This design comes from an exercise in tuning for small area, a short achievable clock period and few clock cycles on the open sky130 flow, not from production work.
In this exercise RTL edits were held to simulation tests only and were not proved equivalent to the original.
Power figures rest on the tool's default switching activity, not on a simulated workload.

==> design/flow/design.v <==
module hxp_stream (
    input  wire        clk,
    input  wire        rst,
    input  wire        in_valid,
    output wire        in_ready,
    input  wire [7:0]  in_data,
    input  wire        in_end,
    output wire        out_valid,
    input  wire        out_ready,
    output wire [31:0] out_addr,
    output wire [7:0]  out_len,
    output wire [7:0]  out_data,
    output wire        out_last,
    output wire        done,
    output wire [3:0]  res_code,
    output wire [31:0] res_line,
    output wire [15:0] res_ext,
    output wire [7:0]  res_calc,
    output wire [7:0]  res_decl,
    output wire [1:0]  res_cause
);
    localparam [10:0] LEAD = 11'd9;      
    localparam [1:0] CAUSE_LENGTH   = 2'd0;
    localparam [1:0] CAUSE_DIGIT    = 2'd1;
    localparam [1:0] CAUSE_EXTSHORT = 2'd2;
    reg        is_hex_in;
    reg [3:0]  val_in;
    always @(*) begin
        is_hex_in = 1'b1;
        val_in    = in_data[3:0];
        if (in_data >= "0" && in_data <= "9")
            val_in = in_data[3:0];
        else if ((in_data >= "A" && in_data <= "F") || (in_data >= "a" && in_data <= "f"))
            val_in = in_data[3:0] + 4'd9;
        else
            is_hex_in = 1'b0;
    end
    wire [7:0] cc_in = {in_data == ":", in_data == 8'h0D, in_data == 8'h0A, is_hex_in, val_in};
    reg        a_valid, b_valid, rdy;
    reg [7:0]  a_cc, b_cc;
    reg        a_end, b_end;
    wire       accept;                      
    wire       pop_in = a_valid && accept;
    wire       take   = in_valid && rdy;
    assign in_ready = rdy;
    always @(posedge clk) begin
        if (rst) begin
            a_valid <= 1'b0;
            b_valid <= 1'b0;
            rdy     <= 1'b1;
        end else if (b_valid) begin
            if (pop_in) begin
                a_cc    <= b_cc;
                a_end   <= b_end;
                b_valid <= 1'b0;
                rdy     <= 1'b1;
            end
        end else if (take) begin
            if (!a_valid || pop_in) begin
                a_valid <= 1'b1;
                a_cc    <= cc_in;
                a_end   <= in_end;
            end else begin
                b_valid <= 1'b1;
                rdy     <= 1'b0;
                b_cc    <= cc_in;
                b_end   <= in_end;
            end
        end else if (pop_in) begin
            a_valid <= 1'b0;
        end
    end
    wire       c_colon = a_cc[7];
    wire       c_cr    = a_cc[6];
    wire       c_lf    = a_cc[5];
    wire       c_hex   = a_cc[4];
    wire [3:0] c_val   = a_cc[3:0];
    localparam [1:0] P_ACT  = 2'd0;   
    localparam [1:0] P_SKIP = 2'd1;   
    localparam [1:0] P_FIN  = 2'd2;   
    localparam [1:0] P_DONE = 2'd3;   
    reg [1:0]  pstate;
    reg        done_r;
    reg [15:0] ext;
    reg [31:0] line_no;
    reg        lo_ff;        
    reg        code3, code1;             
    reg [1:0]  cause;
    reg [12:0] ps;           
    reg        ps_hi;        
    reg        odd;          
    reg        cand;         
    reg        cr12, cr3;    
    reg        bad12;        
    reg        badrest;      
    reg        ge3;          
    reg        lastck;       
    reg        beyond;       
    reg [9:0]  left;         
    reg        left_z;       
    reg [3:0]  hi_nib;
    reg [7:0]  bc, ah, al, ck;
    reg        rt0, rt1, rt4;    
    reg        bc_lt2;           
    reg        cks_ok;           
    reg [7:0]  nsum;         
    reg        alloc;        
    reg [7:0]  s0d;          
    reg [10:0] target;       
    reg        ev_pend;
    reg        e_good;           
    reg [1:0]  e_cause;          
    reg [10:0] busy1;        
    reg [10:0] rsel;         
    reg [3:0]  qt;           
    reg [1:0]  qwp, qrp;
    reg [7:0]  q0, q1, q2, q3;
    reg [7:0]  wdist;        
    reg        wen;          
    reg [4:0]  wsel;         
    reg [7:0]  wdat;
    reg [3:0]  oldt;         
    wire       flushed = !oldt[0];
    reg        rd_armed;
    reg        rd_started;
    reg        rd_missed;
    reg [7:0]  rdist;        
    reg        rdz;          
    reg [7:0]  rd_cnt;       
    reg [7:0]  rec_bc, rec_ah, rec_al;
    reg [15:0] rec_ext;
    reg        ov;
    reg [7:0]  od;
    reg        ol;
    reg [2047:0] ring;
    wire reader_idle = !rd_armed && !ov;
    wire       is_end   = a_end;
    wire       is_lf    = !a_end && c_lf;
    wire       is_chr   = !a_end && !c_lf;
    wire [7:0] cur_byte = {hi_nib, c_val};
    wire       pos0     = ps[0];
    wire       pos12    = ps[1] || ps[2];
    wire       pos_ge3  = !pos0 && !pos12;
    wire       hp_ge10  = ps[10] || ps[11] || ps[12] || ps_hi;
    wire       is_ck_lo = pos_ge3 && !beyond && left_z;
    wire       in_data_rgn = !odd && hp_ge10 && !beyond && !left_z;
    wire       act      = (pstate == P_ACT);
    wire       big      = rsel[8] || rsel[9] || rsel[10];
    wire       do_alloc = cand && ps[9] && rt0;
    wire       do_push  = cand && alloc && in_data_rgn;
    wire       q_full   = qt[3];
    wire       q_nonempty = qt[0];
    wire       guard  = rd_armed && flushed && (!rd_started || rd_missed);
    wire       pop_ok   = (wdist[2:0] == 3'd1) && !guard;
    wire       push_ok  = !q_full || pop_ok;
    assign accept =
        (pstate == P_SKIP) ||
        (act && (is_chr ? !(ev_pend && !pos0 && !ps[1])
                          && !(do_alloc && (q_nonempty || (big && !reader_idle)))
                          && !(do_push && !push_ok)
                        : !ev_pend));
    wire       step = a_valid && accept;
    wire       push = a_valid && act && is_chr && do_push && !ev_pend && push_ok;
    wire       v_cks   = e_good && !cks_ok;
    wire       v_ok    = e_good && cks_ok;
    wire       v_data  = v_ok && rt0;
    wire       v_eof   = v_ok && rt1;
    wire       v_ext   = v_ok && rt4;
    wire       v_xshort = v_ext && bc_lt2;
    wire       v_stop  = !e_good || v_cks || v_eof || v_xshort;
    wire       ev_go   = ev_pend && !(v_data && !reader_idle);
    wire       disp    = ev_go && v_data;
    reg  [7:0] qhead;
    always @(*) begin
        case (qrp)
        2'd0: qhead = q0;
        2'd1: qhead = q1;
        2'd2: qhead = q2;
        default: qhead = q3;
        endcase
    end
    wire       q_pop  = q_nonempty && pop_ok;
    wire       can_load = !ov || out_ready;
    wire       rd_go    = rd_armed && flushed && rdz && can_load;
    wire [7:0] rd_init  = s0d - 8'd1;
    genvar gi;
    generate
        for (gi = 0; gi < 256; gi = gi + 1) begin : g_ring
            localparam integer NXT = (gi + 1) % 256;
            if ((NXT % 8) == 0) begin : g_w
                wire sel = wen && (wsel == NXT / 8);
                always @(posedge clk)
                    ring[gi*8 +: 8] <= sel ? wdat : ring[NXT*8 +: 8];
            end else begin : g_s
                always @(posedge clk)
                    ring[gi*8 +: 8] <= ring[NXT*8 +: 8];
            end
        end
    endgenerate
    always @(posedge clk) begin
        cks_ok <= (nsum == ck);
        target <= {2'b00, bc, 1'b0} + LEAD;
        rsel   <= (busy1 > target) ? busy1 : target;
        if (step && act && is_chr && do_alloc) begin
            s0d   <= rsel[7:0] - 8'd1;
            wdist <= rsel[7:0] - 8'd1;
        end else begin
            s0d   <= s0d - 8'd1;
            wdist <= wdist - (q_pop ? 8'd0 : 8'd1);
        end
        wsel <= wdist[7:3];
        wdat <= qhead;
        if (push) begin
            case (qwp)
            2'd0: q0 <= cur_byte;
            2'd1: q1 <= cur_byte;
            2'd2: q2 <= cur_byte;
            default: q3 <= cur_byte;
            endcase
        end
    end
    always @(posedge clk) begin
        if (rst) begin
            qt     <= 4'd0;
            qwp    <= 2'd0;
            qrp    <= 2'd0;
            wen    <= 1'b0;
            oldt   <= 4'd0;
            busy1  <= 11'd1;
        end else begin
            if (push && !q_pop)
                qt <= {qt[2:0], 1'b1};
            else if (q_pop && !push)
                qt <= {1'b0, qt[3:1]};
            if (push)  qwp <= qwp + 2'd1;
            if (q_pop) qrp <= qrp + 2'd1;
            wen <= q_pop;
            if (disp)
                oldt <= qt;
            else if (wen)
                oldt <= {1'b0, oldt[3:1]};
            if (step && act && is_chr && do_alloc)
                busy1 <= rsel + {3'b000, bc};
            else if (busy1 != 11'd1)
                busy1 <= busy1 - 11'd1;
        end
    end
    always @(posedge clk) begin
        if (disp) begin
            rdist <= rd_init;
            rdz   <= (rd_init == 8'd0);
        end else if (!rd_go) begin
            rdist <= rdist - 8'd1;
            rdz   <= (rdist == 8'd1);
        end
    end
    always @(posedge clk) begin
        if (rst) begin
            rd_armed <= 1'b0;
            ov       <= 1'b0;
            od       <= 8'd0;
            ol       <= 1'b0;
            rec_bc   <= 8'd0;
            rec_ah   <= 8'd0;
            rec_al   <= 8'd0;
            rec_ext  <= 16'd0;
        end else begin
            if (disp) begin
                rec_bc     <= bc;
                rec_ah     <= ah;
                rec_al     <= al;
                rec_ext    <= ext;
                rd_cnt     <= bc;
                rd_started <= 1'b0;
                rd_missed  <= (busy1 <= {3'b000, bc} + 11'd1);
                if (bc == 8'd0) begin
                    ov <= 1'b1;
                    ol <= 1'b1;
                end else begin
                    rd_armed <= 1'b1;
                end
            end else begin
                if (rd_go)
                    rd_started <= 1'b1;
                else if (rd_armed && rdz)
                    rd_missed <= 1'b1;
                if (rd_go) begin
                    ov     <= 1'b1;
                    od     <= ring[7:0];
                    ol     <= (rd_cnt == 8'd1);
                    rd_cnt <= rd_cnt - 8'd1;
                    if (rd_cnt == 8'd1)
                        rd_armed <= 1'b0;
                end else if (out_ready) begin
                    ov <= 1'b0;
                end
            end
        end
    end
    assign out_valid = ov;
    assign out_data  = od;
    assign out_last  = ol;
    assign out_addr  = {rec_ext, rec_ah, rec_al};
    assign out_len   = rec_bc;
    task automatic new_line;
        begin
            ps      <= 13'd1;
            ps_hi   <= 1'b0;
            odd     <= 1'b0;
            beyond  <= 1'b0;
        end
    endtask
    task automatic end_line;
        begin
            line_no[7:0] <= line_no[7:0] + 8'd1;
            if (lo_ff)
                line_no[31:8] <= line_no[31:8] + 24'd1;
            lo_ff     <= (line_no[7:0] == 8'hFE);
            ev_pend   <= cand;
            e_good    <= ge3 && !bad12 && lastck && !badrest;
            e_cause   <= (!ge3 || (!bad12 && !lastck)) ? CAUSE_LENGTH : CAUSE_DIGIT;
            new_line;
        end
    endtask
    always @(posedge clk) begin
        if (rst) begin
            pstate  <= P_ACT;
            done_r  <= 1'b0;
            ev_pend <= 1'b0;
            ext     <= 16'd0;
            line_no <= 32'd0;
            lo_ff   <= 1'b0;
            code3   <= 1'b0;
            code1   <= 1'b0;
            cause   <= 2'd0;
            nsum    <= 8'd0;
            new_line;
        end else begin
            done_r <= 1'b0;
            if (ev_go) begin
                ev_pend <= 1'b0;
                if (v_stop) begin
                    code3 <= !e_good || v_xshort;
                    code1 <= !v_eof;
                    cause <= e_good ? CAUSE_EXTSHORT : e_cause;
                    if (pstate == P_ACT)
                        pstate <= P_SKIP;
                end else if (v_ext) begin
                    ext <= {ah, al};
                end
            end
            case (pstate)
            P_ACT: if (step) begin
                if (is_lf) begin
                    end_line;
                end else if (is_end) begin
                    if (!pos0)
                        end_line;
                    else
                        new_line;
                    pstate <= P_FIN;
                end else begin
                    ps    <= {ps[11:0], 1'b0};
                    ps_hi <= ps_hi || ps[12];
                    odd   <= !odd;
                    if (!pos0 && cand) begin
                        if (pos_ge3 && !beyond) begin
                            left   <= left - 10'd1;
                            left_z <= (left == 10'd1);
                            if (left_z) beyond <= 1'b1;
                        end
                        if (!odd) begin
                            if (ps[2]) begin
                                nsum   <= 8'd0 - cur_byte;
                                left   <= {1'b0, cur_byte, 1'b0} + 10'd7;
                                left_z <= 1'b0;
                            end
                            if (!ps[2] && !beyond && !left_z)
                                nsum <= nsum - cur_byte;
                        end
                    end
                end
            end
            P_SKIP: if (step && is_end) begin
                pstate <= P_FIN;
            end
            P_FIN: if (!ev_pend && reader_idle) begin
                pstate <= P_DONE;
                done_r <= 1'b1;
            end
            default: begin
                pstate  <= P_ACT;
                ext     <= 16'd0;
                line_no <= 32'd0;
            lo_ff   <= 1'b0;
                code3   <= 1'b0;
                code1   <= 1'b0;
                new_line;
            end
            endcase
        end
    end
    wire tryc     = a_valid && act && is_chr && !(ev_pend && !pos0 && !ps[1]);
    wire line_clr = (a_valid && act && !is_chr && !ev_pend) || (pstate == P_DONE);
    always @(posedge clk) begin
        if (rst) begin
            cand    <= 1'b0;
            cr12    <= 1'b0;
            cr3     <= 1'b0;
            bad12   <= 1'b0;
            badrest <= 1'b0;
            ge3     <= 1'b0;
            lastck  <= 1'b0;
            alloc   <= 1'b0;
            ck      <= 8'd0;
        end else if (line_clr) begin
            cand    <= 1'b0;
            cr12    <= 1'b0;
            cr3     <= 1'b0;
            bad12   <= 1'b0;
            badrest <= 1'b0;
            ge3     <= 1'b0;
            lastck  <= 1'b0;
            alloc   <= 1'b0;
        end else if (tryc) begin
            if (pos0) begin
                cand <= c_colon;
            end else if (cand) begin
                if (c_cr) begin
                    if (pos12) cr12 <= 1'b1;
                    else       cr3  <= 1'b1;
                end else begin
                    if (cr12 || (pos12 && !c_hex))   bad12   <= 1'b1;
                    if (cr3 || (pos_ge3 && !c_hex))  badrest <= 1'b1;
                    if (!ps[1])                      ge3     <= 1'b1;
                    lastck <= is_ck_lo;
                end
                if (odd) begin
                    hi_nib <= c_val;
                end else begin
                    if (ps[2]) begin
                        bc     <= cur_byte;
                        bc_lt2 <= (cur_byte < 8'd2);
                    end
                    if (ps[4]) ah <= cur_byte;
                    if (ps[6]) al <= cur_byte;
                    if (ps[8]) begin
                        rt0 <= (cur_byte == 8'h00);
                        rt1 <= (cur_byte == 8'h01);
                        rt4 <= (cur_byte == 8'h04);
                    end
                    if (ps[10] && rt4 && in_data_rgn) ah <= cur_byte;
                    if (ps[12] && rt4 && in_data_rgn) al <= cur_byte;
                    if (is_ck_lo)
                        ck <= cur_byte;
                end
                if (do_alloc)
                    alloc <= 1'b1;
            end
        end
    end
    assign done      = done_r;
    assign res_code  = {code3, 1'b0, code1, 1'b0};
    assign res_line  = line_no;
    assign res_ext   = ext;
    assign res_calc  = nsum;
    assign res_decl  = ck;
    assign res_cause = cause;
endmodule
==> design/flow/run.sh <==
#!/bin/bash
# synth_recipe.tcl (not shown) runs the flow's synth.tcl, then flattens the netlist and writes it again
# the make line also repeats each setting of config.mk as NAME=value (left out here)
make -C /OpenROAD-flow-scripts/flow DESIGN_CONFIG=/design/flow/config.mk WORK_HOME=/design/flow/orfs CLKGATE_MAP_FILE= SYNTH_SCRIPT=/design/flow/synth_recipe.tcl finish
==> design/flow/config.mk <==
export PLATFORM = sky130hd
export DESIGN_NAME = hxp_stream
export DESIGN_NICKNAME = hxp_stream
export VERILOG_FILES = /design/flow/design.v
export SDC_FILE = /design/flow/constraint.sdc
export NUM_CORES = 4
export LEC_CHECK = 0
export ABC_AREA = 1
export CAP_MARGIN = 20
export CORE_MARGIN = 2
export CORE_UTILIZATION = 40
export CTS_BUF_LIST = sky130_fd_sc_hd__clkbuf_16 sky130_fd_sc_hd__clkbuf_8
export CTS_CLUSTER_DIAMETER = 100
export CTS_CLUSTER_SIZE = 28
export PLACE_DENSITY = 0.6
export SETUP_SLACK_MARGIN = 3.9
export SLEW_MARGIN = 20
==> design/flow/constraint.sdc <==
create_clock -name core_clock -period 6.5 [get_ports {clk}]
set_input_delay 1.3000 -clock core_clock [delete_from_list [all_inputs] [get_ports {clk}]]
set_output_delay 1.3000 -clock core_clock [all_outputs]
set_load 0.01 [all_outputs]
==> results of run 1 <==
[synthesized netlist by cell type, drive strengths merged (3+ instances only)]
cell       n
o31ai      3
buf       34
edfxtp   114
or2        9
a31oi     10
dfxtp   2273
mux2i      4
ha        73
nor2     247
xor2      54
nor3b      4
nor4       5
nand2    709
a211oi    13
nand3     65
a21oi    167
nand3b     5
o211ai     6
nor3      39
o21ai    369
a22o       8
clkbuf    95
inv      213
xnor2     36
nand4     51
clkinv     3
[state kept, by name, summed over array words and instances, names as in the netlist, 9 cells and up]
name     count
ext         16
rec_ext     16
busy1       11
line_no     32
rsel        11
ring      2048
target       9
ps          13
left        10
[worst paths after layout]
check	cells after the start	start	slack [ns]	to
worst max-delay path	1	ext[3]	3.92	res_ext[3]
worst min-delay path	0	ring[2044]	0.30	ring[2036]
worst max register to register	10	left_z	3.98	nsum[7]
worst min register to register	0	ring[2044]	0.30	ring[2036]
[power by group through the flow]
stage	sequential, mW	combinational [mW]	clock [mW]
after CTS	15.2	1.72	7.38
after global placement	15.6	1.61	0
after global routing	15.2	2.02	7.89
after floorplan	15.5	1.29	0
after detailed placement	15.6	1.61	0
final	15.2	1.79	7.12
[cells in the final DEF, fill, tap and decap left out, drive strengths merged, types with 6 or more instances in the layout]
cell / synthesis / routed
xor2: 54 / 54
buf: 34 / 233
a22o: 8 / 8
o21ai: 369 / 369
inv: 213 / 227
edfxtp: 114 / 114
a21oi: 167 / 168
or2: 9 / 9
a211oi: 13 / 13
clkdlybuf4s50: 0 / 11
clkinv: 3 / 6
ha: 73 / 73
a31oi: 10 / 10
nor2: 247 / 247
xnor2: 36 / 36
nand2: 709 / 710
nor3: 39 / 39
nand3: 65 / 66
nand4: 51 / 51
o211ai: 6 / 6
clkbuf: 95 / 100
dfxtp: 2273 / 2273
[through the flow]
step                      hold WS [ns]  power [mW]
after global placement           0.310        17.2
after global routing             0.314        25.1
after detailed placement         0.312        17.2
after floorplan                  0.310        16.7
final                            0.300        24.1
after CTS                        0.299        24.3
[metal layers]
metal,global-route usage,share of wire,vias up
met2,0.208,0.43,454
li1,-,-,15200
met5,0,0,-
met4,0.0383,0.024,0
met3,0.0260,0.043,148
met1,0.199,0.50,14400
[cell families after synthesis]
family / Yosys count / share of synthesized area
other: 1 / 0.0000626
and+or+nand+nor: 1137 / 0.0787
muxes: 4 / 0.000668
buffers and inverters: 345 / 0.0233
adders and majority gates: 75 / 0.0159
xor gates and xnor gates: 90 / 0.0132
AOI/OAI and AO/OA: 591 / 0.0518
DFF: 2387 / 0.816
[final cells by class]
cell class / count / area share
inverter: 216 / 0.0124
sequential: 2387 / 0.732
multi-input combinational: 1902 / 0.147
clock buffer: 100 / 0.0370
timing repair buffer: 244 / 0.0318
clock inverter: 23 / 0.00415
tap: 1944 / 0.0362
[repair_timing]
action	CTS	global route
resized for setup	773	34
hold endpoints to repair	0	0
cloned	2	1
pin swaps	4	9
setup endpoints to repair	353	168
buffers inserted	80	20
==> impl_results.md, run 1 <==
* Layout Cell Area excl Fill at 67300 µm²
* FP Rows at 142
* Sequential element share of the synthesized area at 0.816
* Layout cell share with drive strength beyond 1 at 0.112
* Clock latency on the worst-skew pair at 0.77 ns
* Number of storage elements in the synthesis netlist at 2387
* Total Nets Final at 4936
* Leakage Power at 26.3 nW
* Area of the die at 153000 µm²
* Hpwl dp at 63100 µm
* Worst setup path category: flop to output pin
* Headroom to the max-slew limit at 0.346
* Number of DRC violations after detailed-routing iteration 0 at 1948
* Total global routing overflow at 0
* Clock sink total at 2387
* Result of the run: complete, no violations
* Synth cell types at 56
* Total internal power at 18.4 mW
* Logic gate share of total power at 0.074
* Highest ir drop seen on vdd at 0.298 mV
* Total instance count after detailed placement at 6590
* Clock-pin slew on the worst setup and hold paths at 0.12 ns
* Count of maximum capacitance violations at 0
* Port Buffer Count at 132
* Top post-synthesis cells by area: sky130_fd_sc_hd__dfxtp_1 76%, sky130_fd_sc_hd__edfxtp_1 5.7%, sky130_fd_sc_hd__nand2_1 4.4%
* Setup repair after global routing missed its margin: yes
* Area of the core at 149000 µm²
* Placed standard-cell area at 63200 µm²
* Width of the die at 391 µm
* Kind of end point of the critical path: output pin
* Area share of the largest cell type after synthesis at 0.759
* Post-route DRC violation count at 0
* Number of failing hold endpoints at the final stage at 0
* CTS Root Buffer Type: sky130_fd_sc_hd__clkbuf_16
* Buffer levels on the longest clock path at 3
* # fillers at 13400
* Count of hold-fix buffers inserted at cts at 0
* Largest incremental delay on the critical path at 0.41 ns
* Mean post-synth cell area at 12.9 µm²
* Vias in the first global route at 29000
* Y dimension of the die at 391 µm
* I/O pin cnt at 135
* Proportion of synthesized flip-flops having asynchronous set or reset at 0
* Critical path data required time at 5.20 ns
* Gpl congestion at 0.863
* Post-synth EDFFs at 114
* Part of the cycle the worst path needs at 0.398
* Wire length of the first global-routing pass at 165000 µm
* Routed length per instance at 15.5 µm
* Post-synthesis instance total at 4630
* Clock buffer count from CTS at 97
* Netlist area before placement at 59900 µm²
* Buffers & Inverters on Critical Path at 1
* TritonCTS clock tree: built
* H-tree depth at 3
* Inserted Diodes at 0
* Maximum operating frequency at 387 MHz
* Ys flop type: sky130_fd_sc_hd__dfxtp_1
* Core utilization of the finished layout at 0.451
* Worst path cell trace: buf_6
* Post-Layout Cell Count at 6816
* Post-detailed-route via-to-cell ratio at 4.43
* Startpoint kind of the worst setup timing path: flop
* Post-synthesis to final-layout area growth at 12.2%
* Total Neg Setup Slack at 0 ns
* Kind of cell with the highest combined delay on the critical path: flip-flops
* Max Clock Skew at 0.0551 ns
* Number of max-slew violations in the final report at 0
* Leading area contributor after synthesis: sky130_fd_sc_hd__dfxtp_1
* Antenna violations before repair at 7
* WP data arrival at 1.28 ns
* Count of synthesis-stage warnings from yosys at 1
* Power density relative to cell area at 359 nW/µm²
* Antenna viol nets, final at 0
* FF+latch area at 49200 µm²
* Switching share of total power at 0.235
* Hold/Removal Path Class: flop to flop
* Area used by multi-input combinational logic at 9880 µm²
* Tightest Pin Transition at 0.979 ns
* Total via count in the routed design at 30200
* Standard cell with the maximum stage delay on the critical path: sky130_fd_sc_hd__dfxtp_4
* Final wirelength at 105000 µm
* Global router's overall resource usage at 0.137
* Effective utilization at floorplan at 0.402
* Clock Power Share at 0.295
* Largest net degree at the start of global routing at 67
* CP max FO at 2
* Detailed-routing iteration count for the pre-antenna-repair pass at 7
* NetSw at 5.67 mW
* Worst path setup slack after routing at 3.92 ns
* Clock period minus final worst setup slack at 2.58 ns
* Pre-CTS setup slack at 2.99 ns
* Total of endpoints with negative setup slack in the final report at 0
* Share of total power in sequential cells at 0.630
Testbench counts, summed over its fixed seeds: cycles 85,465.
==> inputs of run 2 (changes only) <==
--- a/design/flow/config.mk
+++ b/design/flow/config.mk
@@ -15,3 +15,4 @@
 export PLACE_DENSITY = 0.6
 export SETUP_SLACK_MARGIN = 3.9
 export SLEW_MARGIN = 20
+export TNS_END_PERCENT = 20
==> impl_results.md, run 2 <==
* Result of the run: complete, no violations
* Area of the die at 153000 µm² (unchanged)
* Antenna viol nets, final at 0 (unchanged)
* Layout Cell Area excl Fill at 66700 µm² (-0.88%)
* Largest registers ranked by flip-flop count: ring x2048, line_no x32
* I/O pin cnt at 135 (unchanged)
* Routed length per instance at 15.4 µm (-0.49%)
* Standard cell with the maximum stage delay on the critical path: sky130_fd_sc_hd__dfxtp_2
* WP data arrival at 1.46 ns (+0.18 ns)
* Total Nets Final at 4886 (-1.0%)
* Netlist area before placement at 59900 µm² (unchanged)
* Synth cell types at 56 (unchanged)
* Part of the cycle the worst path needs at 0.425 (+0.0273)
* Number of DRC violations after detailed-routing iteration 0 at 1835 (-5.8%)
* Effective utilization at floorplan at 0.402 (unchanged)
* R2r worst-path depth at 10 (unchanged)
* Count of synthesis-stage warnings from yosys at 1 (unchanged)
* Clock-pin slew on the worst setup and hold paths at 0.12 ns (about the same)
* Startpoint kind of the worst setup timing path: flop
* Critical path data required time at 5.20 ns (about the same)
* Clock buffer count from CTS at 97 (unchanged)
* Number of failing hold endpoints at the final stage at 0 (unchanged)
* Proportion of synthesized flip-flops having asynchronous set or reset at 0 (unchanged)
* Number of max-slew violations in the final report at 0 (unchanged)
* Sequential element share of the synthesized area at 0.816 (unchanged)
* Buffers & Inverters on Critical Path at 1 (unchanged)
* Post-synthesis instance total at 4630 (unchanged)
* Met2 track demand over resource in global routing at 0.208 (about the same)
* Final wirelength at 104000 µm (-1.2%)
* Flip-flop count of the largest register, all copies and words added at 2048 (unchanged)
* Commonest cells after routing, fill and taps aside: 2204 x sky130_fd_sc_hd__dfxtp_1, 698 x sky130_fd_sc_hd__nand2_1, 357 x sky130_fd_sc_hd__o21ai_0
* Max Clock Skew at 0.0596 ns (+0.00446 ns)
* Leakage Power at 26.2 nW (-0.31%)
* Largest net degree at the start of global routing at 68 (+1.5%)
* Leading area contributor after synthesis: sky130_fd_sc_hd__dfxtp_1
* Port Buffer Count at 132 (unchanged)
* Ys flop type: sky130_fd_sc_hd__dfxtp_1
* Largest incremental delay on the critical path at 0.40 ns (about the same)
* Most frequent cell after synthesis: sky130_fd_sc_hd__dfxtp_1
* Most Used Layer, Global Route: met2
* Area share of the largest cell type after synthesis at 0.759 (unchanged)
* Highest ir drop seen on vdd at 0.214 mV (-28%)
* Clock sink total at 2387 (unchanged)
* Leading post-synthesis cells by instance count: 2273 x sky130_fd_sc_hd__dfxtp_1, 704 x sky130_fd_sc_hd__nand2_1, 360 x sky130_fd_sc_hd__o21ai_0, 238 x sky130_fd_sc_hd__nor2_1, 211 x sky130_fd_sc_hd__inv_1
* Post-route DRC violation count at 0 (unchanged)
* Headroom to the max-slew limit at 0.362 (+0.0160)
* CTS Root Buffer Type: sky130_fd_sc_hd__clkbuf_16
* Worst setup path category: flop to output pin
* Y dimension of the die at 391 µm (unchanged)
* Post-synth EDFFs at 114 (unchanged)
* Clock period minus final worst setup slack at 2.76 ns (+0.178 ns)
* Post-detailed-route via-to-cell ratio at 4.43 (-0.17%)
* Most common cell after layout, fill and taps aside: sky130_fd_sc_hd__dfxtp_1
* Placed standard-cell area at 63200 µm² (about the same)
* Setup repair after global routing missed its margin: yes
* H-tree depth at 3 (unchanged)
* Hold/Removal Path Class: flop to flop
* Post-synthesis to final-layout area growth at 11.2%
* Number of storage elements in the synthesis netlist at 2387 (unchanged)
* Width of the die at 391 µm (unchanged)
* CP max FO at 5 (+3)
* Kind of cell with the highest combined delay on the critical path: flip-flops
* Kind of end point of the critical path: output pin
* Hpwl dp at 64100 µm (+1.5%)
* Register bank with the most flops: ring
* Wire length of the first global-routing pass at 163000 µm (-1.2%)
* Gpl congestion at 0.842 (-2.4%)
* Total global routing overflow at 0 (unchanged)
* Worst hold path depth at 0 (unchanged)
* Layout cell share with drive strength beyond 1 at 0.0687 (-0.0430)
* Total power consumption of the routed design at 23.9 mW (-0.72%)
* TritonCTS clock tree: built
* Total of endpoints with negative setup slack in the final report at 0 (unchanged)
* Clock latency on the worst-skew pair at 0.75 ns (-0.02 ns)
* Mean post-synth cell area at 12.9 µm² (unchanged)
* Buffer levels on the longest clock path at 3 (unchanged)
* Top post-synthesis cells by area: sky130_fd_sc_hd__dfxtp_1 76%, sky130_fd_sc_hd__edfxtp_1 5.7%, sky130_fd_sc_hd__nand2_1 4.4%
* Total via count in the routed design at 30000 (-0.91%)
* Antenna violations before repair at 5 (-2)
* Vias in the first global route at 28800 (-0.72%)
* Global router's overall resource usage at 0.135 (-0.00179)
* Tightest Pin Transition at 0.955 ns (-0.0240 ns)
* Met1 GRT Util at 0.196 (-0.00390)
* Area of the core at 149000 µm² (unchanged)
* Power density relative to cell area at 359 nW/µm² (+0.16%)
* Worst path cell trace: dlygate4sd2_1
* Count of maximum capacitance violations at 0 (unchanged)
* FP Rows at 142 (unchanged)
* Global-route track usage on met3 at 0.0251 (-0.000847)
* Total Neg Setup Slack at 0 ns (unchanged)
* Detailed-routing iteration count for the pre-antenna-repair pass at 6 (-1)
* Maximum operating frequency at 362 MHz (-6.4%)
* Number of stages on the worst setup path at 1 (unchanged)
[run 2: cell counts after synthesis]
Identical to the previous run, type by type.
[run 2: cell families after synthesis]
| kind of cell | after synthesis | share of synthesized area |
|---|---|---|
| AOI/OAI and AO/OA | 591 | 0.0518 |
| buffers and inverters | 345 | 0.0233 |
| other | 1 | 0.0000626 |
| and+or+nand+nor | 1137 | 0.0787 |
| DFF | 2387 | 0.816 |
| muxes | 4 | 0.000668 |
| adders and majority gates | 75 | 0.0159 |
| xor gates and xnor gates | 90 | 0.0132 |
[run 2: final timing paths]
path          startpoint            to  slack (ns)
min           ring[1701]    ring[1693]        0.30
max          line_no[10]  res_line[10]        3.74
min reg2reg   ring[1701]    ring[1693]        0.30
max reg2reg    pstate[1]       b_cc[6]        3.88
[run 2: timing repair]
item,4_1_cts,5_1_grt
resized for setup,247,58
gates cloned,2,1
endpoints found under the setup margin,379,325
pin swaps,3,17
hold buffers,0,0
setup buffers,6,43
[run 2: report_power, final]
| part | internal [mW] | total, mW | switching, mW |
|---|---|---|---|
| registers | 15.0 | 15.2 | 0.265 |
| clock network | 2.77 | 6.97 | 4.21 |
| logic | 0.575 | 1.75 | 1.17 |
[run 2: metal layers]
layer	vias up	part of all wire
li1	15100	-
met1	14300	0.50
met2	484	0.43
met3	146	0.042
met4	0	0.022
met5	-	0
[run 2: cell type report]
type | count | area, µm²
Antenna cell | 2 | 5.00
Clock buffer | 98 | 2440
Clock inverter | 22 | 250
Fill cell | 13400 | 82600
Inverter | 216 | 835
Multi-Input combinational cell | 1902 | 9890
Sequential cell | 2387 | 49100
Tap cell | 1944 | 2430
Timing Repair Buffer | 194 | 1740
[run 2: per-stage QoR]
step	hold WS (ns)	instances	worst slack, ns	utilization
finish	0.302	6765	3.74	0.447
detailed placement	0.312	6591	2.78	0.424
CTS	0.293	6719	3.66	0.443
floorplan	0.310	4631	3.75	-
global route	0.308	6763	3.64	0.447
global placement	0.310	6590	2.83	0.424
==> inputs of run 3 (changes only) <==
--- a/design/flow/config.mk
+++ b/design/flow/config.mk
@@ -13,6 +13,6 @@
 export CTS_CLUSTER_DIAMETER = 100
 export CTS_CLUSTER_SIZE = 28
 export PLACE_DENSITY = 0.6
-export SETUP_SLACK_MARGIN = 3.9
+export SETUP_SLACK_MARGIN = 4.2
 export SLEW_MARGIN = 20
 export TNS_END_PERCENT = 20
==> impl_results.md, run 3 <==
* Worst setup path category: flop to output pin
* Tightest Pin Transition at 1.02 ns (+0.0685 ns)
* Leading post-synthesis cells by instance count: 2273 x sky130_fd_sc_hd__dfxtp_1, 704 x sky130_fd_sc_hd__nand2_1, 360 x sky130_fd_sc_hd__o21ai_0, 238 x sky130_fd_sc_hd__nor2_1, 211 x sky130_fd_sc_hd__inv_1
* Largest net degree at the start of global routing at 57 (-16%)
* Effective utilization at floorplan at 0.402 (unchanged)
* Gpl congestion at 0.858 (+1.8%)
* Kind of cell with the highest combined delay on the critical path: flip-flops
* Leakage Power at 26.5 nW (+0.90%)
* Largest registers ranked by flip-flop count: ring x2048, line_no x32
* Mean post-synth cell area at 12.9 µm² (unchanged)
* Port Buffer Count at 132 (unchanged)
* Total of endpoints with negative setup slack in the final report at 0 (unchanged)
* Clock latency on the worst-skew pair at 0.75 ns (about the same)
* Critical path data required time at 5.20 ns (about the same)
* Setup repair after global routing missed its margin: yes
* Clock sink total at 2387 (unchanged)
* Worst path setup slack after routing at 3.95 ns (+0.207 ns)
* Global router's overall resource usage at 0.136 (+0.000946)
* Routed length per instance at 15.3 µm (-0.83%)
* Detailed-routing iteration count for the pre-antenna-repair pass at 6 (unchanged)
* Hpwl dp at 61800 µm (-3.6%)
* Synth cell types at 56 (unchanged)
* Result of the run: complete, no violations
* Proportion of synthesized flip-flops having asynchronous set or reset at 0 (unchanged)
* Kind of end point of the critical path: output pin
* FP Rows at 142 (unchanged)
* Register bank with the most flops: ring
* Antenna viol nets, final at 0 (unchanged)
* Share of total power in sequential cells at 0.634 (-0.002)
* Startpoint of the worst hold path: ring[1783]
* Post-synthesis instance total at 4630 (unchanged)
* Headroom to the max-slew limit at 0.317 (-0.0448)
* Highest ir drop seen on vdd at 0.257 mV (+20%)
* Area used by multi-input combinational logic at 10100 µm² (+1.8%)
* Pre-CTS setup slack at 2.25 ns (-0.535 ns)
* Flip-flop count of the largest register, all copies and words added at 2048 (unchanged)
* Startpoint kind of the worst setup timing path: flop
* Buffers & Inverters on Critical Path at 1 (unchanged)
* Clock-pin slew on the worst setup and hold paths at 0.12 ns (about the same)
* Power density relative to cell area at 355 nW/µm² (-1.1%)
* Area share of the largest cell type after synthesis at 0.759 (unchanged)
* Worst r2r src: bc[0]
* Clock buffer count from CTS at 96 (-1.0%)
* TritonCTS clock tree: built
* Vias in the first global route at 29100 (+1.3%)
* Wire length of the first global-routing pass at 165000 µm (+1.0%)
* Standard cell with the maximum stage delay on the critical path: sky130_fd_sc_hd__dfxtp_4
* Worst path cell trace: buf_6
* WP data arrival at 1.26 ns (-0.20 ns)
* Count of maximum capacitance violations at 0 (unchanged)
* I/O pin cnt at 135 (unchanged)
* Number of storage elements in the synthesis netlist at 2387 (unchanged)
* Clock period minus final worst setup slack at 2.56 ns (-0.207 ns)
* Switching share of total power at 0.236 (about the same)
* Post-synth EDFFs at 114 (unchanged)
* Hold/Removal Path Class: flop to flop
* Area of the die at 153000 µm² (unchanged)
* Number of DRC violations after detailed-routing iteration 0 at 1797 (-2.1%)
* Netlist area before placement at 59900 µm² (unchanged)
* Leading area contributor after synthesis: sky130_fd_sc_hd__dfxtp_1
* FF+latch area at 49200 µm² (+0.29%)
* Count of synthesis-stage warnings from yosys at 1 (unchanged)
* Worst hold path depth at 0 (unchanged)
* Max Clock Skew at 0.0374 ns (-0.0221 ns)
* Largest incremental delay on the critical path at 0.38 ns (-0.02 ns)
* Top post-synthesis cells by area: sky130_fd_sc_hd__dfxtp_1 76%, sky130_fd_sc_hd__edfxtp_1 5.7%, sky130_fd_sc_hd__nand2_1 4.4%
* Maximum operating frequency at 391 MHz (+8.1%)
* Ys flop type: sky130_fd_sc_hd__dfxtp_1
* Most common cell after layout, fill and taps aside: sky130_fd_sc_hd__dfxtp_1
* Post-synthesis to final-layout area growth at 12.6%
* Total via count in the routed design at 30300 (+1.0%)
* Total Neg Setup Slack at 0 ns (unchanged)
* Part of the cycle the worst path needs at 0.393 (-0.0318)
* Post-Layout Cell Count at 6841 (+1.1%)
* CTS Root Buffer Type: sky130_fd_sc_hd__clkbuf_16
* Number of failing hold endpoints at the final stage at 0 (unchanged)
* Total instance count after detailed placement at 6590 (-0.015%)
* Worst R2R End: rd_missed
* Buffer levels on the longest clock path at 3 (unchanged)
* CP max FO at 4 (-1)
* NetSw at 5.65 mW (+0.16%)
* Clock Power Share at 0.289 (-0.002)
* Total global routing overflow at 0 (unchanged)
* Post-route DRC violation count at 0 (unchanged)
* Worst hold margin at 0.314 ns (+0.0118 ns)
* Total Nets Final at 4963 (+1.6%)
* Sequential element share of the synthesized area at 0.816 (unchanged)
* Post-detailed-route via-to-cell ratio at 4.42 (about the same)
* Final wirelength at 104000 µm (+0.28%)
* Most frequent cell after synthesis: sky130_fd_sc_hd__dfxtp_1
* H-tree depth at 3 (unchanged)
* Logic gate share of total power at 0.078 (+0.005)
* Area of the core at 149000 µm² (unchanged)
* # fillers at 13400 (-0.12%)
* Y dimension of the die at 391 µm (unchanged)
* Antenna violations before repair at 2 (-3)
* Width of the die at 391 µm (unchanged)
* Number of stages on the worst setup path at 1 (unchanged)
* Commonest cells after routing, fill and taps aside: 2155 x sky130_fd_sc_hd__dfxtp_1, 697 x sky130_fd_sc_hd__nand2_1, 353 x sky130_fd_sc_hd__o21ai_0
* Setup slack, reg-to-reg at 4.01 ns (+0.13 ns)
* Number of max-slew violations in the final report at 0 (unchanged)
* Layout cell share with drive strength beyond 1 at 0.122 (+0.0532)
* R2r worst-path depth at 12 (+2)
* Total internal power at 18.3 mW (+0.19%)
* Count of hold-fix buffers inserted at cts at 0 (unchanged)
* Hold path endpoint: ring[1775]
## run 3: cell counts after synthesis
Identical to the previous run, type by type.
## run 3: cell type report
cell class / count / share of cell area
Sequential cell: 2387 / 0.729
Multi-Input combinational cell: 1904 / 0.149
Tap cell: 1944 / 0.0360
Clock buffer: 96 / 0.0356
Timing Repair Buffer: 270 / 0.0344
Inverter: 216 / 0.0122
Clock inverter: 23 / 0.00354
Antenna cell: 1 / 0.0000371
## run 3: power by group through the flow
stage	clock (mW)	sequential (mW)	combinational, mW
after global placement	0	15.6	1.59
after CTS	7.18	15.2	1.78
after global routing	7.70	15.2	2.09
final	6.93	15.2	1.86
after detailed placement	0	15.6	1.60
after floorplan	0	15.5	1.29
## run 3: logic make-up after synthesis
| logic type | count (synthesis) | synth area share |
|---|---|---|
| multiplexers | 4 | 0.000668 |
| AND/OR/NAND/NOR | 1137 | 0.0787 |
| adder cells (fa/ha/maj) | 75 | 0.0159 |
| other | 1 | 0.0000626 |
| flip-flops | 2387 | 0.816 |
| buffers and inverters | 345 | 0.0233 |
| AO/OA/AOI/OAI | 591 | 0.0518 |
| XOR/XNOR | 90 | 0.0132 |
## run 3: per-stage QoR
stage / utilization / instance area (µm²) / power (mW)
after CTS: 0.447 / 66700 / 24.2
after floorplan: - / 60000 / 16.7
final: 0.452 / 67500 / 24.0
after global routing: 0.452 / 67500 / 25.0
after detailed placement: 0.424 / 63300 / 17.2
after global placement: 0.424 / 63300 / 17.2
## run 3: routing by layer
| metal | share of wire | GRT usage | vias to the layer above |
|---|---|---|---|
| met1 | 0.51 | 0.201 | 14300 |
| met5 | 0 | 0 | - |
| met2 | 0.42 | 0.203 | 515 |
| li1 | - | - | 15200 |
| met4 | 0.030 | 0.0438 | 0 |
| met3 | 0.043 | 0.0245 | 176 |
## run 3: repair_timing
action,4_1_cts,5_1_grt
setup buffers,81,43
setup endpoints to repair,436,396
resized for setup,724,114
pin swaps,10,21
cloned,6,1
endpoints found under the hold margin,0,0
## run 3: how the worst max path moves through the flow
stage                      from           end
finish               line_no[0]   res_line[0]
global route         line_no[0]   res_line[0]
CTS                 line_no[19]  res_line[19]
detailed placement    out_ready     rd_cnt[3]
global placement      out_ready     rd_cnt[3]
floorplan                   rst     hi_nib[0]
==> inputs of run 4 (changes only) <==
--- a/design/flow/config.mk
+++ b/design/flow/config.mk
@@ -13,6 +13,6 @@
 export CTS_CLUSTER_DIAMETER = 100
 export CTS_CLUSTER_SIZE = 28
 export PLACE_DENSITY = 0.6
-export SETUP_SLACK_MARGIN = 4.2
+export SETUP_SLACK_MARGIN = 4.5
 export SLEW_MARGIN = 20
 export TNS_END_PERCENT = 20
==> impl_results.md, run 4 <==
* Startpoint kind of the worst setup timing path: flop
* Largest incremental delay on the critical path at 0.38 ns (about the same)
* Worst path cell trace: buf_6
* Global-route track usage on met3 at 0.0287 (+0.00423)
* Final wirelength at 108000 µm (+3.6%)
* Setup repair after global routing missed its margin: yes
* Pre-CTS setup slack at 2.43 ns (+0.183 ns)
* Area of the core at 149000 µm² (unchanged)
* Vias in the first global route at 29600 (+1.5%)
* Post-route DRC violation count at 0 (unchanged)
* Critical path data required time at 5.20 ns (about the same)
* Largest net degree at the start of global routing at 55 (-3.5%)
* Effective utilization at floorplan at 0.402 (unchanged)
* Area share of the largest cell type after synthesis at 0.759 (unchanged)
* Clock buffer count from CTS at 97 (+1.0%)
* Layout cell share with drive strength beyond 1 at 0.135 (+0.0127)
* Proportion of synthesized flip-flops having asynchronous set or reset at 0 (unchanged)
* Total power consumption of the routed design at 24.5 mW (+2.0%)
* Ys flop type: sky130_fd_sc_hd__dfxtp_1
* Most frequent cell after synthesis: sky130_fd_sc_hd__dfxtp_1
* Clock period minus final worst setup slack at 2.57 ns (+0.0155 ns)
* Post-synth EDFFs at 114 (unchanged)
* Tightest Pin Transition at 1.05 ns (+0.0303 ns)
* Hpwl dp at 62200 µm (+0.70%)
* Sequential element share of the synthesized area at 0.816 (unchanged)
* Number of max-slew violations in the final report at 0 (unchanged)
* Maximum operating frequency at 389 MHz (-0.60%)
* Top post-synthesis cells by area: sky130_fd_sc_hd__dfxtp_1 76%, sky130_fd_sc_hd__edfxtp_1 5.7%, sky130_fd_sc_hd__nand2_1 4.4%
* Met2 track demand over resource in global routing at 0.213 (+0.0105)
* Headroom to the max-slew limit at 0.296 (-0.0213)
* Flip-flop count of the largest register, all copies and words added at 2048 (unchanged)
* Max Clock Skew at 0.0534 ns (+0.0160 ns)
* Netlist area before placement at 59900 µm² (unchanged)
* Worst setup path category: flop to output pin
* Port Buffer Count at 132 (unchanged)
* Met1 GRT Util at 0.202 (+0.00182)
* Count of hold-fix buffers inserted at cts at 0 (unchanged)
* Antenna violations before repair at 3 (+1)
* Commonest cells after routing, fill and taps aside: 2148 x sky130_fd_sc_hd__dfxtp_1, 693 x sky130_fd_sc_hd__nand2_1, 353 x sky130_fd_sc_hd__o21ai_0
* Count of synthesis-stage warnings from yosys at 1 (unchanged)
* Mean post-synth cell area at 12.9 µm² (unchanged)
* Post-Layout Cell Count at 6890 (+0.72%)
* Worst r2r src: bc[2]
* Routed length per instance at 15.7 µm (+2.8%)
* WP data arrival at 1.27 ns (about the same)
* Total of endpoints with negative setup slack in the final report at 0 (unchanged)
* Highest ir drop seen on vdd at 0.205 mV (-20%)
* Post-synthesis instance total at 4630 (unchanged)
* Buffer levels on the longest clock path at 3 (unchanged)
* Count of maximum capacitance violations at 0 (unchanged)
* Leakage Power at 26.8 nW (+1.3%)
* Total instance count after detailed placement at 6588 (-0.030%)
* Clock-pin slew on the worst setup and hold paths at 0.12 ns (about the same)
* Register bank with the most flops: ring
* Clock sink total at 2387 (unchanged)
* Hold/Removal Path Class: flop to flop
* Part of the cycle the worst path needs at 0.395 (+0.00238)
* Global router's overall resource usage at 0.141 (+0.00464)
* TritonCTS clock tree: built
* Most common cell after layout, fill and taps aside: sky130_fd_sc_hd__dfxtp_1
* Number of failing hold endpoints at the final stage at 0 (unchanged)
* Total global routing overflow at 0 (unchanged)
* Buffers & Inverters on Critical Path at 1 (unchanged)
* Kind of cell with the highest combined delay on the critical path: flip-flops
* Number of storage elements in the synthesis netlist at 2387 (unchanged)
* Worst path setup slack after routing at 3.93 ns (-0.0155 ns)
* Detailed-routing iteration count for the pre-antenna-repair pass at 5 (-1)
* CP max FO at 2 (-2)
* Worst hold margin at 0.308 ns (-0.00588 ns)
* Start point of the critical path: line_no[8]
* Post-synthesis to final-layout area growth at 14.4%
* Power density relative to cell area at 357 nW/µm² (+0.45%)
* Largest registers ranked by flip-flop count: ring x2048, line_no x32
* Y dimension of the die at 391 µm (unchanged)
* Startpoint of the worst hold path: ring[2009]
* Wire length of the first global-routing pass at 169000 µm (+2.5%)
* Standard cell with the maximum stage delay on the critical path: sky130_fd_sc_hd__dfxtp_4
* Total Neg Setup Slack at 0 ns (unchanged)
* CTS Root Buffer Type: sky130_fd_sc_hd__clkbuf_16
* Clock latency on the worst-skew pair at 0.76 ns (about the same)
* Leading post-synthesis cells by instance count: 2273 x sky130_fd_sc_hd__dfxtp_1, 704 x sky130_fd_sc_hd__nand2_1, 360 x sky130_fd_sc_hd__o21ai_0, 238 x sky130_fd_sc_hd__nor2_1, 211 x sky130_fd_sc_hd__inv_1
* Most Used Layer, Global Route: met2
* Gpl congestion at 0.861 (+0.34%)
* Total Nets Final at 5012 (+0.99%)
* H-tree depth at 3 (unchanged)
* Antenna viol nets, final at 0 (unchanged)
* Synth cell types at 56 (unchanged)
* Leading area contributor after synthesis: sky130_fd_sc_hd__dfxtp_1
* I/O pin cnt at 135 (unchanged)
* Number of DRC violations after detailed-routing iteration 0 at 1981 (+10%)
* Kind of end point of the critical path: output pin
* Result of the run: complete, no violations
* Width of the die at 391 µm (unchanged)
* Area of the die at 153000 µm² (unchanged)
* Post-detailed-route via-to-cell ratio at 4.46 (+0.77%)
* Total via count in the routed design at 30700 (+1.5%)
* FP Rows at 142 (unchanged)
-- run 4: cell counts after synthesis --
Identical to the previous run, type by type.
-- run 4: per-layer routing --
layer  share of wire  wire [µm]
met1            0.50      53600
met2            0.43      46100
met3           0.052       5600
met4           0.027       2900
met5               0          0
-- run 4: layout make-up --
cell class,instances,area (µm²)
sequential,2387,49200
clock inverter,22,293
fill,13300,80700
timing repair inverter,1,7.51
timing repair buffer,307,3010
tap,1944,2430
multi-input combinational,1914,10300
clock buffer,98,2440
inverter,216,840
antenna,1,2.50
-- run 4: metrics by stage --
step / instance area (µm²) / utilization
floorplan: 60000 / -
global placement: 63300 / 0.424
detailed placement: 63300 / 0.424
CTS: 67700 / 0.453
global route: 68600 / 0.459
finish: 68600 / 0.459
-- run 4: worst paths after layout --
kind / slack (ns) / end / depth (start not counted)
worst min-delay path: 0.31 / ring[2001] / 0
worst max-delay path: 3.93 / res_line[8] / 1
worst max register to register: 4.00 / rd_missed / 11
worst min register to register: 0.31 / ring[2001] / 0
-- run 4: what timing repair did --
item,CTS,global route
pin swaps,32,16
cloned,19,1
resized for setup,796,142
setup endpoints to repair,579,634
endpoints found under the hold margin,0,0
buffers inserted,120,41
-- run 4: power breakdown --
group,internal [mW],switching [mW]
clock,2.78,4.24
combinational,0.823,1.43
sequential,14.9,0.260
-- run 4: cells by family after synthesis --
kind of cell	Yosys count	synth area share
other	1	0.0000626
adders and majority gates	75	0.0159
AOI/OAI and AO/OA	591	0.0518
xor gates and xnor gates	90	0.0132
muxes	4	0.000668
DFF	2387	0.816
buffers and inverters	345	0.0233
and+or+nand+nor	1137	0.0787
==> inputs of run 5 (changes only) <==
==> design/flow/config.mk (replaced) <==
export PLATFORM = sky130hd
export DESIGN_NAME = hxp_stream
export DESIGN_NICKNAME = hxp_stream
export VERILOG_FILES = /design/flow/design.v
export SDC_FILE = /design/flow/constraint.sdc
export NUM_CORES = 4
export LEC_CHECK = 0
export ABC_AREA = 1
export CAP_MARGIN = 5
export CORE_MARGIN = 2
export CORE_UTILIZATION = 40
export CTS_BUF_LIST = sky130_fd_sc_hd__clkbuf_16 sky130_fd_sc_hd__clkbuf_8
export CTS_CLUSTER_DIAMETER = 100
export CTS_CLUSTER_SIZE = 30
export PLACE_DENSITY = 0.6
export SETUP_SLACK_MARGIN = 3.9
export SLEW_MARGIN = 5
==> impl_results.md, run 5 <==
* H-tree depth at 3 (unchanged)
* Result of the run: complete, no violations
* Total power consumption of the routed design at 23.8 mW (-2.6%)
* Worst setup path category: flop to output pin
* Combinational family with the most area after synthesis: simple AND/OR/NAND/NOR gates
* Most frequent cell after synthesis: sky130_fd_sc_hd__dfxtp_1
* Startpoint kind of the worst setup timing path: flop
* Worst path setup slack after routing at 3.94 ns (+0.0126 ns)
* Post-synth EDFFs at 114 (unchanged)
* Post-synthesis to final-layout area growth at 11.4%
* Placed standard-cell area at 63200 µm² (about the same)
* CP max FO at 2 (unchanged)
* Hpwl dp at 63100 µm (+1.4%)
* Clock latency on the worst-skew pair at 0.74 ns (-0.02 ns)
* Pre-CTS setup slack at 2.99 ns (+0.556 ns)
* Buffers & Inverters on Critical Path at 1 (unchanged)
* Antenna violations before repair at 7 (+4)
* CTS Root Buffer Type: sky130_fd_sc_hd__clkbuf_16
* Width of the die at 391 µm (unchanged)
* Vias in the first global route at 28800 (-2.5%)
* Leading post-synthesis cells by instance count: 2273 x sky130_fd_sc_hd__dfxtp_1, 704 x sky130_fd_sc_hd__nand2_1, 360 x sky130_fd_sc_hd__o21ai_0, 238 x sky130_fd_sc_hd__nor2_1, 211 x sky130_fd_sc_hd__inv_1
* Kind of end point of the critical path: output pin
* Proportion of synthesized area in mux cells at 0.000668 (unchanged)
* Post-detailed-route via-to-cell ratio at 4.44 (-0.36%)
* Met1 GRT Util at 0.199 (-0.00316)
* Number of max-slew violations in the final report at 0 (unchanged)
* Simple-Gate Fraction of Synth Area at 0.0787 (unchanged)
* Proportion of synthesized flip-flops having asynchronous set or reset at 0 (unchanged)
* Count of synthesis-stage warnings from yosys at 1 (unchanged)
* WP data arrival at 1.26 ns (about the same)
* Mean post-synth cell area at 12.9 µm² (unchanged)
* Post-Layout Cell Count at 6806 (-1.2%)
* Max Clock Skew at 0.0314 ns (-0.0220 ns)
* Y dimension of the die at 391 µm (unchanged)
* Total Nets Final at 4927 (-1.7%)
* Part of the cycle the worst path needs at 0.394 (-0.00194)
* Leakage Power at 26.1 nW (-2.5%)
* Area share of the largest cell type after synthesis at 0.759 (unchanged)
* Worst path cell trace: buf_6
* Met2 track demand over resource in global routing at 0.206 (-0.00712)
* Worst hold margin at 0.302 ns (-0.00637 ns)
* Global router's overall resource usage at 0.136 (-0.00473)
* Area of the die at 153000 µm² (unchanged)
* Layout cell share with drive strength beyond 1 at 0.109 (-0.0252)
* Sequential element share of the synthesized area at 0.816 (unchanged)
* Worst R2R End: rd_missed
* Number of failing hold endpoints at the final stage at 0 (unchanged)
* Standard cell with the maximum stage delay on the critical path: sky130_fd_sc_hd__dfxtp_4
* Effective utilization at floorplan at 0.402 (unchanged)
* Final wirelength at 105000 µm (-2.8%)
* Complex-gate fraction of the synthesized area at 0.0518 (unchanged)
* Setup slack, reg-to-reg at 4.02 ns (+0.02 ns)
* Number of DRC violations after detailed-routing iteration 0 at 1986 (+0.25%)
* Most Used Layer, Global Route: met2
* Count of maximum capacitance violations at 0 (unchanged)
* Total Neg Setup Slack at 0 ns (unchanged)
* Number of storage elements in the synthesis netlist at 2387 (unchanged)
* Worst r2r src: bc[3]
* Netlist area before placement at 59900 µm² (unchanged)
* Wire length of the first global-routing pass at 164000 µm (-2.7%)
* Ys flop type: sky130_fd_sc_hd__dfxtp_1
* Post-route DRC violation count at 0 (unchanged)
* Detailed-routing iteration count for the pre-antenna-repair pass at 5 (unchanged)
* Number of stages on the worst setup path at 1 (unchanged)
* Headroom to the max-slew limit at 0.351 (+0.0544)
* Critical path data required time at 5.20 ns (about the same)
* Core utilization of the finished layout at 0.448 (-0.0120)
* Largest net degree at the start of global routing at 67 (+22%)
* Tightest Pin Transition at 0.973 ns (-0.0815 ns)
* Buffer levels on the longest clock path at 3 (unchanged)
* Largest incremental delay on the critical path at 0.41 ns (+0.03 ns)
* Clock sink total at 2387 (unchanged)
* Highest ir drop seen on vdd at 0.209 mV (+1.8%)
* Clock period minus final worst setup slack at 2.56 ns (-0.0126 ns)
* Commonest cells after routing, fill and taps aside: 2156 x sky130_fd_sc_hd__dfxtp_1, 699 x sky130_fd_sc_hd__nand2_1, 356 x sky130_fd_sc_hd__o21ai_0
* R2r worst-path depth at 12 (+1)
* Layout Cell Area excl Fill at 66800 µm² (-2.6%)
* Hold/Removal Path Class: flop to flop
* TritonCTS clock tree: built
* FP Rows at 142 (unchanged)
* Kind of cell with the highest combined delay on the critical path: flip-flops
* Register bank with the most flops: ring
* Global-route track usage on met3 at 0.0249 (-0.00385)
* Antenna viol nets, final at 0 (unchanged)
* Maximum operating frequency at 391 MHz (+0.49%)
* Clock-pin slew on the worst setup and hold paths at 0.12 ns (about the same)
* Top post-synthesis cells by area: sky130_fd_sc_hd__dfxtp_1 76%, sky130_fd_sc_hd__edfxtp_1 5.7%, sky130_fd_sc_hd__nand2_1 4.4%
* Post-Synth XOR/XNOR Area at 0.0132 (unchanged)
* Adder-Cell Fraction of Synth Area at 0.0159 (unchanged)
* Flip-flop count of the largest register, all copies and words added at 2048 (unchanged)
* Start point of the critical path: ext[3]
* Total instance count after detailed placement at 6590 (+0.030%)
* Port Buffer Count at 132 (unchanged)
* Post-synthesis instance total at 4630 (unchanged)
* Gpl congestion at 0.863 (+0.23%)
* Count of hold-fix buffers inserted at cts at 0 (unchanged)
* Area of the core at 149000 µm² (unchanged)
* Routed length per instance at 15.5 µm (-1.6%)
* Total global routing overflow at 0 (unchanged)
* Leading area contributor after synthesis: sky130_fd_sc_hd__dfxtp_1
* Total of endpoints with negative setup slack in the final report at 0 (unchanged)
* Clock buffer count from CTS at 92 (-5.2%)
* Power density relative to cell area at 357 nW/µm² (about the same)
* End point of the critical path: res_ext[3]
* Synth cell types at 56 (unchanged)
* Largest registers ranked by flip-flop count: ring x2048, line_no x32
* Setup repair after global routing missed its margin: yes
* Total via count in the routed design at 30200 (-1.6%)
* Most common cell after layout, fill and taps aside: sky130_fd_sc_hd__dfxtp_1
* I/O pin cnt at 135 (unchanged)
run 5: cell counts after synthesis:
Identical to the previous run, type by type.
run 5: worst min path at each step:
stage / from / to / slack, ns / depth (start not counted)
global placement: ring[955] / ring[947] / 0.31 / 0
CTS: ring[1513] / ring[1505] / 0.30 / 0
floorplan: ring[8] / ring[0] / 0.31 / 0
finish: ring[1513] / ring[1505] / 0.30 / 0
global route: ring[1494] / ring[1486] / 0.29 / 0
detailed placement: ring[227] / ring[219] / 0.31 / 0
run 5: cell type report:
cell class,count,area (µm²)
inverters,216,831
clock buffers,92,2300
multi-input cells,1902,9870
repair buffers,240,1890
well taps,1944,2430
clock inverters,23,259
fillers,13500,82500
diodes,2,5.00
flip-flops and latches,2387,49200
run 5: per-layer routing:
layer	up-vias	wire length (µm)
met5	-	0
met4	0	2620
met3	153	4660
met2	496	44800
met1	14400	53100
li1	15100	-
run 5: power breakdown:
group	internal [mW]	leakage, nW	switching, mW
registers	14.9	19.4	0.257
clock network	2.64	1.28	4.20
logic	0.591	5.41	1.20
total	18.2	26.1	5.66
run 5: kinds of logic (layout without fill, tap and decap cells):
logic type / count (synthesis) / count (layout)
other: 1 / 4
buffers and inverters: 345 / 571
xor gates and xnor gates: 90 / 90
and+or+nand+nor: 1137 / 1139
DFF: 2387 / 2387
muxes: 4 / 4
adders and majority gates: 75 / 75
AOI/OAI and AO/OA: 591 / 592
run 5: timing repair:
| action | in CTS | in global routing |
|---|---|---|
| resized for setup | 731 | 33 |
| cloned | 2 | 1 |
| setup endpoints to repair | 350 | 161 |
| setup buffers | 76 | 20 |
| pin swaps | 4 | 11 |
==> inputs of run 6 (changes only) <==
==> design/flow/config.mk (replaced) <==
export PLATFORM = sky130hd
export DESIGN_NAME = hxp_stream
export DESIGN_NICKNAME = hxp_stream
export VERILOG_FILES = /design/flow/design.v
export SDC_FILE = /design/flow/constraint.sdc
export NUM_CORES = 4
export LEC_CHECK = 0
export ABC_AREA = 1
export CAP_MARGIN = 20
export CORE_MARGIN = 2
export CORE_UTILIZATION = 45
export CTS_BUF_LIST = sky130_fd_sc_hd__clkbuf_16 sky130_fd_sc_hd__clkbuf_8
export CTS_CLUSTER_DIAMETER = 100
export CTS_CLUSTER_SIZE = 28
export PLACE_DENSITY = 0.68
export SETUP_SLACK_MARGIN = 3.9
export SLEW_MARGIN = 20
==> impl_results.md, run 6 <==
* Netlist area before placement at 59900 µm² (unchanged)
* Sequential element share of the synthesized area at 0.816 (unchanged)
* Number of DRC violations after detailed-routing iteration 0 at 2051 (+3.3%)
* Clock sink total at 2387 (unchanged)
* Power density relative to cell area at 360 nW/µm² (+0.99%)
* WP data arrival at 1.24 ns (-0.02 ns)
* Post-synthesis to final-layout area growth at 10.9%
* Highest ir drop seen on vdd at 0.263 mV (+26%)
* Area of the die at 136000 µm² (-11%)
* Largest net degree at the start of global routing at 84 (+25%)
* Tightest Pin Transition at 1.05 ns (+0.0756 ns)
* Most frequent cell after synthesis: sky130_fd_sc_hd__dfxtp_1
* Post-route DRC violation count at 0 (unchanged)
* Count of synthesis-stage warnings from yosys at 1 (unchanged)
* Number of max-slew violations in the final report at 0 (unchanged)
* Count of hold-fix buffers inserted at cts at 0 (unchanged)
* Leading area contributor after synthesis: sky130_fd_sc_hd__dfxtp_1
* Part of the cycle the worst path needs at 0.390 (-0.00345)
* Total global routing overflow at 0 (unchanged)
* Kind of cell with the highest combined delay on the critical path: flip-flops
* Pre-CTS setup slack at 3.07 ns (+0.0851 ns)
* Antenna viol nets, final at 0 (unchanged)
* Total Nets Final at 4941 (+0.28%)
* TritonCTS clock tree: built
* FP Rows at 133 (-6.3%)
* Clock period minus final worst setup slack at 2.54 ns (-0.0224 ns)
* Post-synthesis instance total at 4630 (unchanged)
* Total of endpoints with negative setup slack in the final report at 0 (unchanged)
* Effective utilization at floorplan at 0.455 (+0.0532)
* Leading post-synthesis cells by instance count: 2273 x sky130_fd_sc_hd__dfxtp_1, 704 x sky130_fd_sc_hd__nand2_1, 360 x sky130_fd_sc_hd__o21ai_0, 238 x sky130_fd_sc_hd__nor2_1, 211 x sky130_fd_sc_hd__inv_1
* Area share of the largest cell type after synthesis at 0.759 (unchanged)
* Worst path setup slack after routing at 3.96 ns (+0.0224 ns)
* CTS Root Buffer Type: sky130_fd_sc_hd__clkbuf_16
* Placed standard-cell area at 63000 µm² (-0.39%)
* Vias in the first global route at 29400 (+2.1%)
* H-tree depth at 3 (unchanged)
* Buffer levels on the longest clock path at 3 (unchanged)
* Top post-synthesis cells by area: sky130_fd_sc_hd__dfxtp_1 76%, sky130_fd_sc_hd__edfxtp_1 5.7%, sky130_fd_sc_hd__nand2_1 4.4%
* CP max FO at 2 (unchanged)
* Routed length per instance at 15.6 µm (+1.1%)
* Result of the run: complete, no violations
* Ys flop type: sky130_fd_sc_hd__dfxtp_1
* Detailed-routing iteration count for the pre-antenna-repair pass at 5 (unchanged)
* Area of the core at 132000 µm² (-12%)
* Proportion of synthesized flip-flops having asynchronous set or reset at 0 (unchanged)
* I/O pin cnt at 135 (unchanged)
* Setup repair after global routing missed its margin: yes
* Layout Cell Area excl Fill at 66500 µm² (-0.49%)
* Global router's overall resource usage at 0.151 (+0.0147)
* Logic gate share of total power at 0.074 (about the same)
* Gpl congestion at 0.883 (+2.3%)
* Standard cell with the maximum stage delay on the critical path: sky130_fd_sc_hd__dfxtp_2
* Worst setup path category: flop to output pin
* Buffers & Inverters on Critical Path at 1 (unchanged)
* Leakage Power at 26.2 nW (+0.30%)
* Number of storage elements in the synthesis netlist at 2387 (unchanged)
* Max Clock Skew at 0.0321 ns (+0.000690 ns)
* Layout cell share with drive strength beyond 1 at 0.111 (+0.00158)
* Hold/Removal Path Class: flop to flop
* Flip-flop count of the largest register, all copies and words added at 2048 (unchanged)
* Total via count in the routed design at 30100 (-0.44%)
* Headroom to the max-slew limit at 0.301 (-0.0495)
* Largest registers ranked by flip-flop count: ring x2048, line_no x32
* Clock-pin slew on the worst setup and hold paths at 0.11 ns (about the same)
* Total Neg Setup Slack at 0 ns (unchanged)
* Post-synth EDFFs at 114 (unchanged)
* Number of stages on the worst setup path at 1 (unchanged)
* # fillers at 11300 (-16%)
* Post-detailed-route via-to-cell ratio at 4.54 (+2.2%)
* Wire length of the first global-routing pass at 163000 µm (-0.67%)
* Startpoint kind of the worst setup timing path: flop
* Critical path data required time at 5.20 ns (about the same)
* Switching share of total power at 0.233 (-0.00420)
* Kind of end point of the critical path: output pin
* Largest incremental delay on the critical path at 0.39 ns (-0.02 ns)
* Width of the die at 369 µm (-5.7%)
* Antenna violations before repair at 2 (-5)
* Clock latency on the worst-skew pair at 0.70 ns (-0.04 ns)
* Commonest cells after routing, fill and taps aside: 2165 x sky130_fd_sc_hd__dfxtp_1, 698 x sky130_fd_sc_hd__nand2_1, 357 x sky130_fd_sc_hd__o21ai_0
* Most common cell after layout, fill and taps aside: sky130_fd_sc_hd__dfxtp_1
* Hpwl dp at 62300 µm (-1.3%)
* Register bank with the most flops: ring
* R2r worst-path depth at 11 (-1)
* Share of total power in sequential cells at 0.635 (-0.003)
* Port Buffer Count at 132 (unchanged)
* Y dimension of the die at 369 µm (-5.7%)
* Number of failing hold endpoints at the final stage at 0 (unchanged)
* Worst hold margin at 0.311 ns (+0.00917 ns)
* Clock Power Share at 0.291 (+0.004)
* Total power consumption of the routed design at 24.0 mW (+0.50%)
* Total internal power at 18.4 mW (+1.1%)
* Synth cell types at 56 (unchanged)
* Mean post-synth cell area at 12.9 µm² (unchanged)
* Maximum operating frequency at 394 MHz (+0.88%)
* Clock buffer count from CTS at 97 (+5.4%)
* Worst hold path depth at 0 (unchanged)
* Count of maximum capacitance violations at 0 (unchanged)
* Final wirelength at 104000 µm (-1.5%)
* NetSw at 5.59 mW (-1.3%)
* Worst path cell trace: buf_2
[run 6: cell types whose count changed in the layout (fill, tap and decap cells not counted), moves of 2 or more]
cell                        delta
sky130_fd_sc_hd__clkbuf_16     +8
sky130_fd_sc_hd__buf_12        +2
sky130_fd_sc_hd__inv_1         -3
sky130_fd_sc_hd__inv_6         -4
sky130_fd_sc_hd__buf_6        -49
sky130_fd_sc_hd__clkbuf_8      +2
sky130_fd_sc_hd__buf_4         -3
sky130_fd_sc_hd__clkinv_4      +2
sky130_fd_sc_hd__dfxtp_2       -3
sky130_fd_sc_hd__dfxtp_4       -6
sky130_fd_sc_hd__buf_2        +58
sky130_fd_sc_hd__dfxtp_1       +9
[run 6: per-layer routing]
metal	wire length (µm)	global-route usage	vias up
met3	4210	0.0259	168
met4	2670	0.0424	0
met5	0	0	-
li1	-	-	15200
met2	44400	0.230	493
met1	52300	0.221	14300
[run 6: kinds of logic (layout without fill, tap and decap cells)]
family | after synthesis | count (layout) | share of synthesized area
AO/OA/AOI/OAI | 591 | 592 | 0.0518
XOR/XNOR | 90 | 90 | 0.0132
multiplexers | 4 | 4 | 0.000668
other | 1 | 4 | 0.0000626
buffers and inverters | 345 | 582 | 0.0233
flip-flops | 2387 | 2387 | 0.816
AND/OR/NAND/NOR | 1137 | 1140 | 0.0787
adder cells (fa/ha/maj) | 75 | 75 | 0.0159
[run 6: area by class of cell]
class | count | area [µm²] | area share
multi-input cells | 1903 | 9890 | 0.149
clock buffers | 102 | 2530 | 0.0381
repair buffers | 248 | 1650 | 0.0248
flip-flops and latches | 2387 | 49200 | 0.740
well taps | 1755 | 2200 | 0.0330
diodes | 2 | 5.00 | 0.0000753
clock inverters | 16 | 186 | 0.00280
inverters | 216 | 833 | 0.0125
[run 6: through the flow]
stage,utilization,std cells
2_1_floorplan,-,4631
3_3_place_gp,0.478,6400
3_5_place_dp,0.478,6400
4_1_cts,0.502,6596
5_1_grt,0.504,6627
6_report,0.504,6629
[run 6: what timing repair did]
item,4_1_cts,5_1_grt
setup buffers,76,29
resized for setup,661,31
hold endpoints to repair,0,0
endpoints found under the setup margin,305,119
gates cloned,2,2
pin swaps,3,17
[run 6: path summary, 6_finish.rpt]
kind | startpoint | end | slack (ns)
min | ring[2000] | ring[1992] | 0.31
min reg2reg | ring[2000] | ring[1992] | 0.31
max | cause[0] | res_cause[0] | 3.96
max reg2reg | bc[3] | rd_missed | 4.00
[run 6: power by group through the flow]
| stage | clock network [mW] | registers [mW] | logic, mW |
|---|---|---|---|
| after floorplan | 0 | 15.5 | 1.29 |
| after global placement | 0 | 15.6 | 1.59 |
| after detailed placement | 0 | 15.6 | 1.60 |
| after CTS | 7.18 | 15.2 | 1.69 |
| after global routing | 7.68 | 15.2 | 2.00 |
| final | 6.98 | 15.2 | 1.77 |

-- separate check: timing with driven ports --
The results above use ideal ports. As a check the final layouts listed here were re-extracted and re-timed, cells and wires unchanged.
Step 1 sets driving cells, clkbuf_16 on the clock port and buf_2 on the other inputs (assumed; they add their load-dependent delay and slew).
Step 2 moves the port delays by t, midway between the first and last clock arrival at a register: inputs arrive t later, outputs are due t later. That takes back most of the time a late clock gives input paths.
Three values: no drivers, after step 1, after step 2; two values: the first two.
run | t, ns | setup slack, ns | worst setup path at the end | worst slew at a driven data input, ns
run 1 | 0.818 | 3.916 / 3.840 / 3.239 | input to register | 0.05
run 2 | 0.795 | 3.738 / 3.663 / 3.088 | input to register | 0.04
run 3 | 0.802 | 3.945 / 3.868 / 3.352 | input to register | 0.05
run 4 | 0.811 | 3.930 / 3.854 / 3.363 | input to register | 0.06
run 5 | 0.791 | 3.942 / 3.867 / 3.266 | input to register | 0.04
run 6 | 0.762 | 3.965 / 3.891 / 3.275 | input to register | 0.05
After both steps setup and hold are still met in every run listed. For run 6, which loses most, drivers alone change the setup slack by -0.074 ns; drivers and shift together by -0.690 ns.
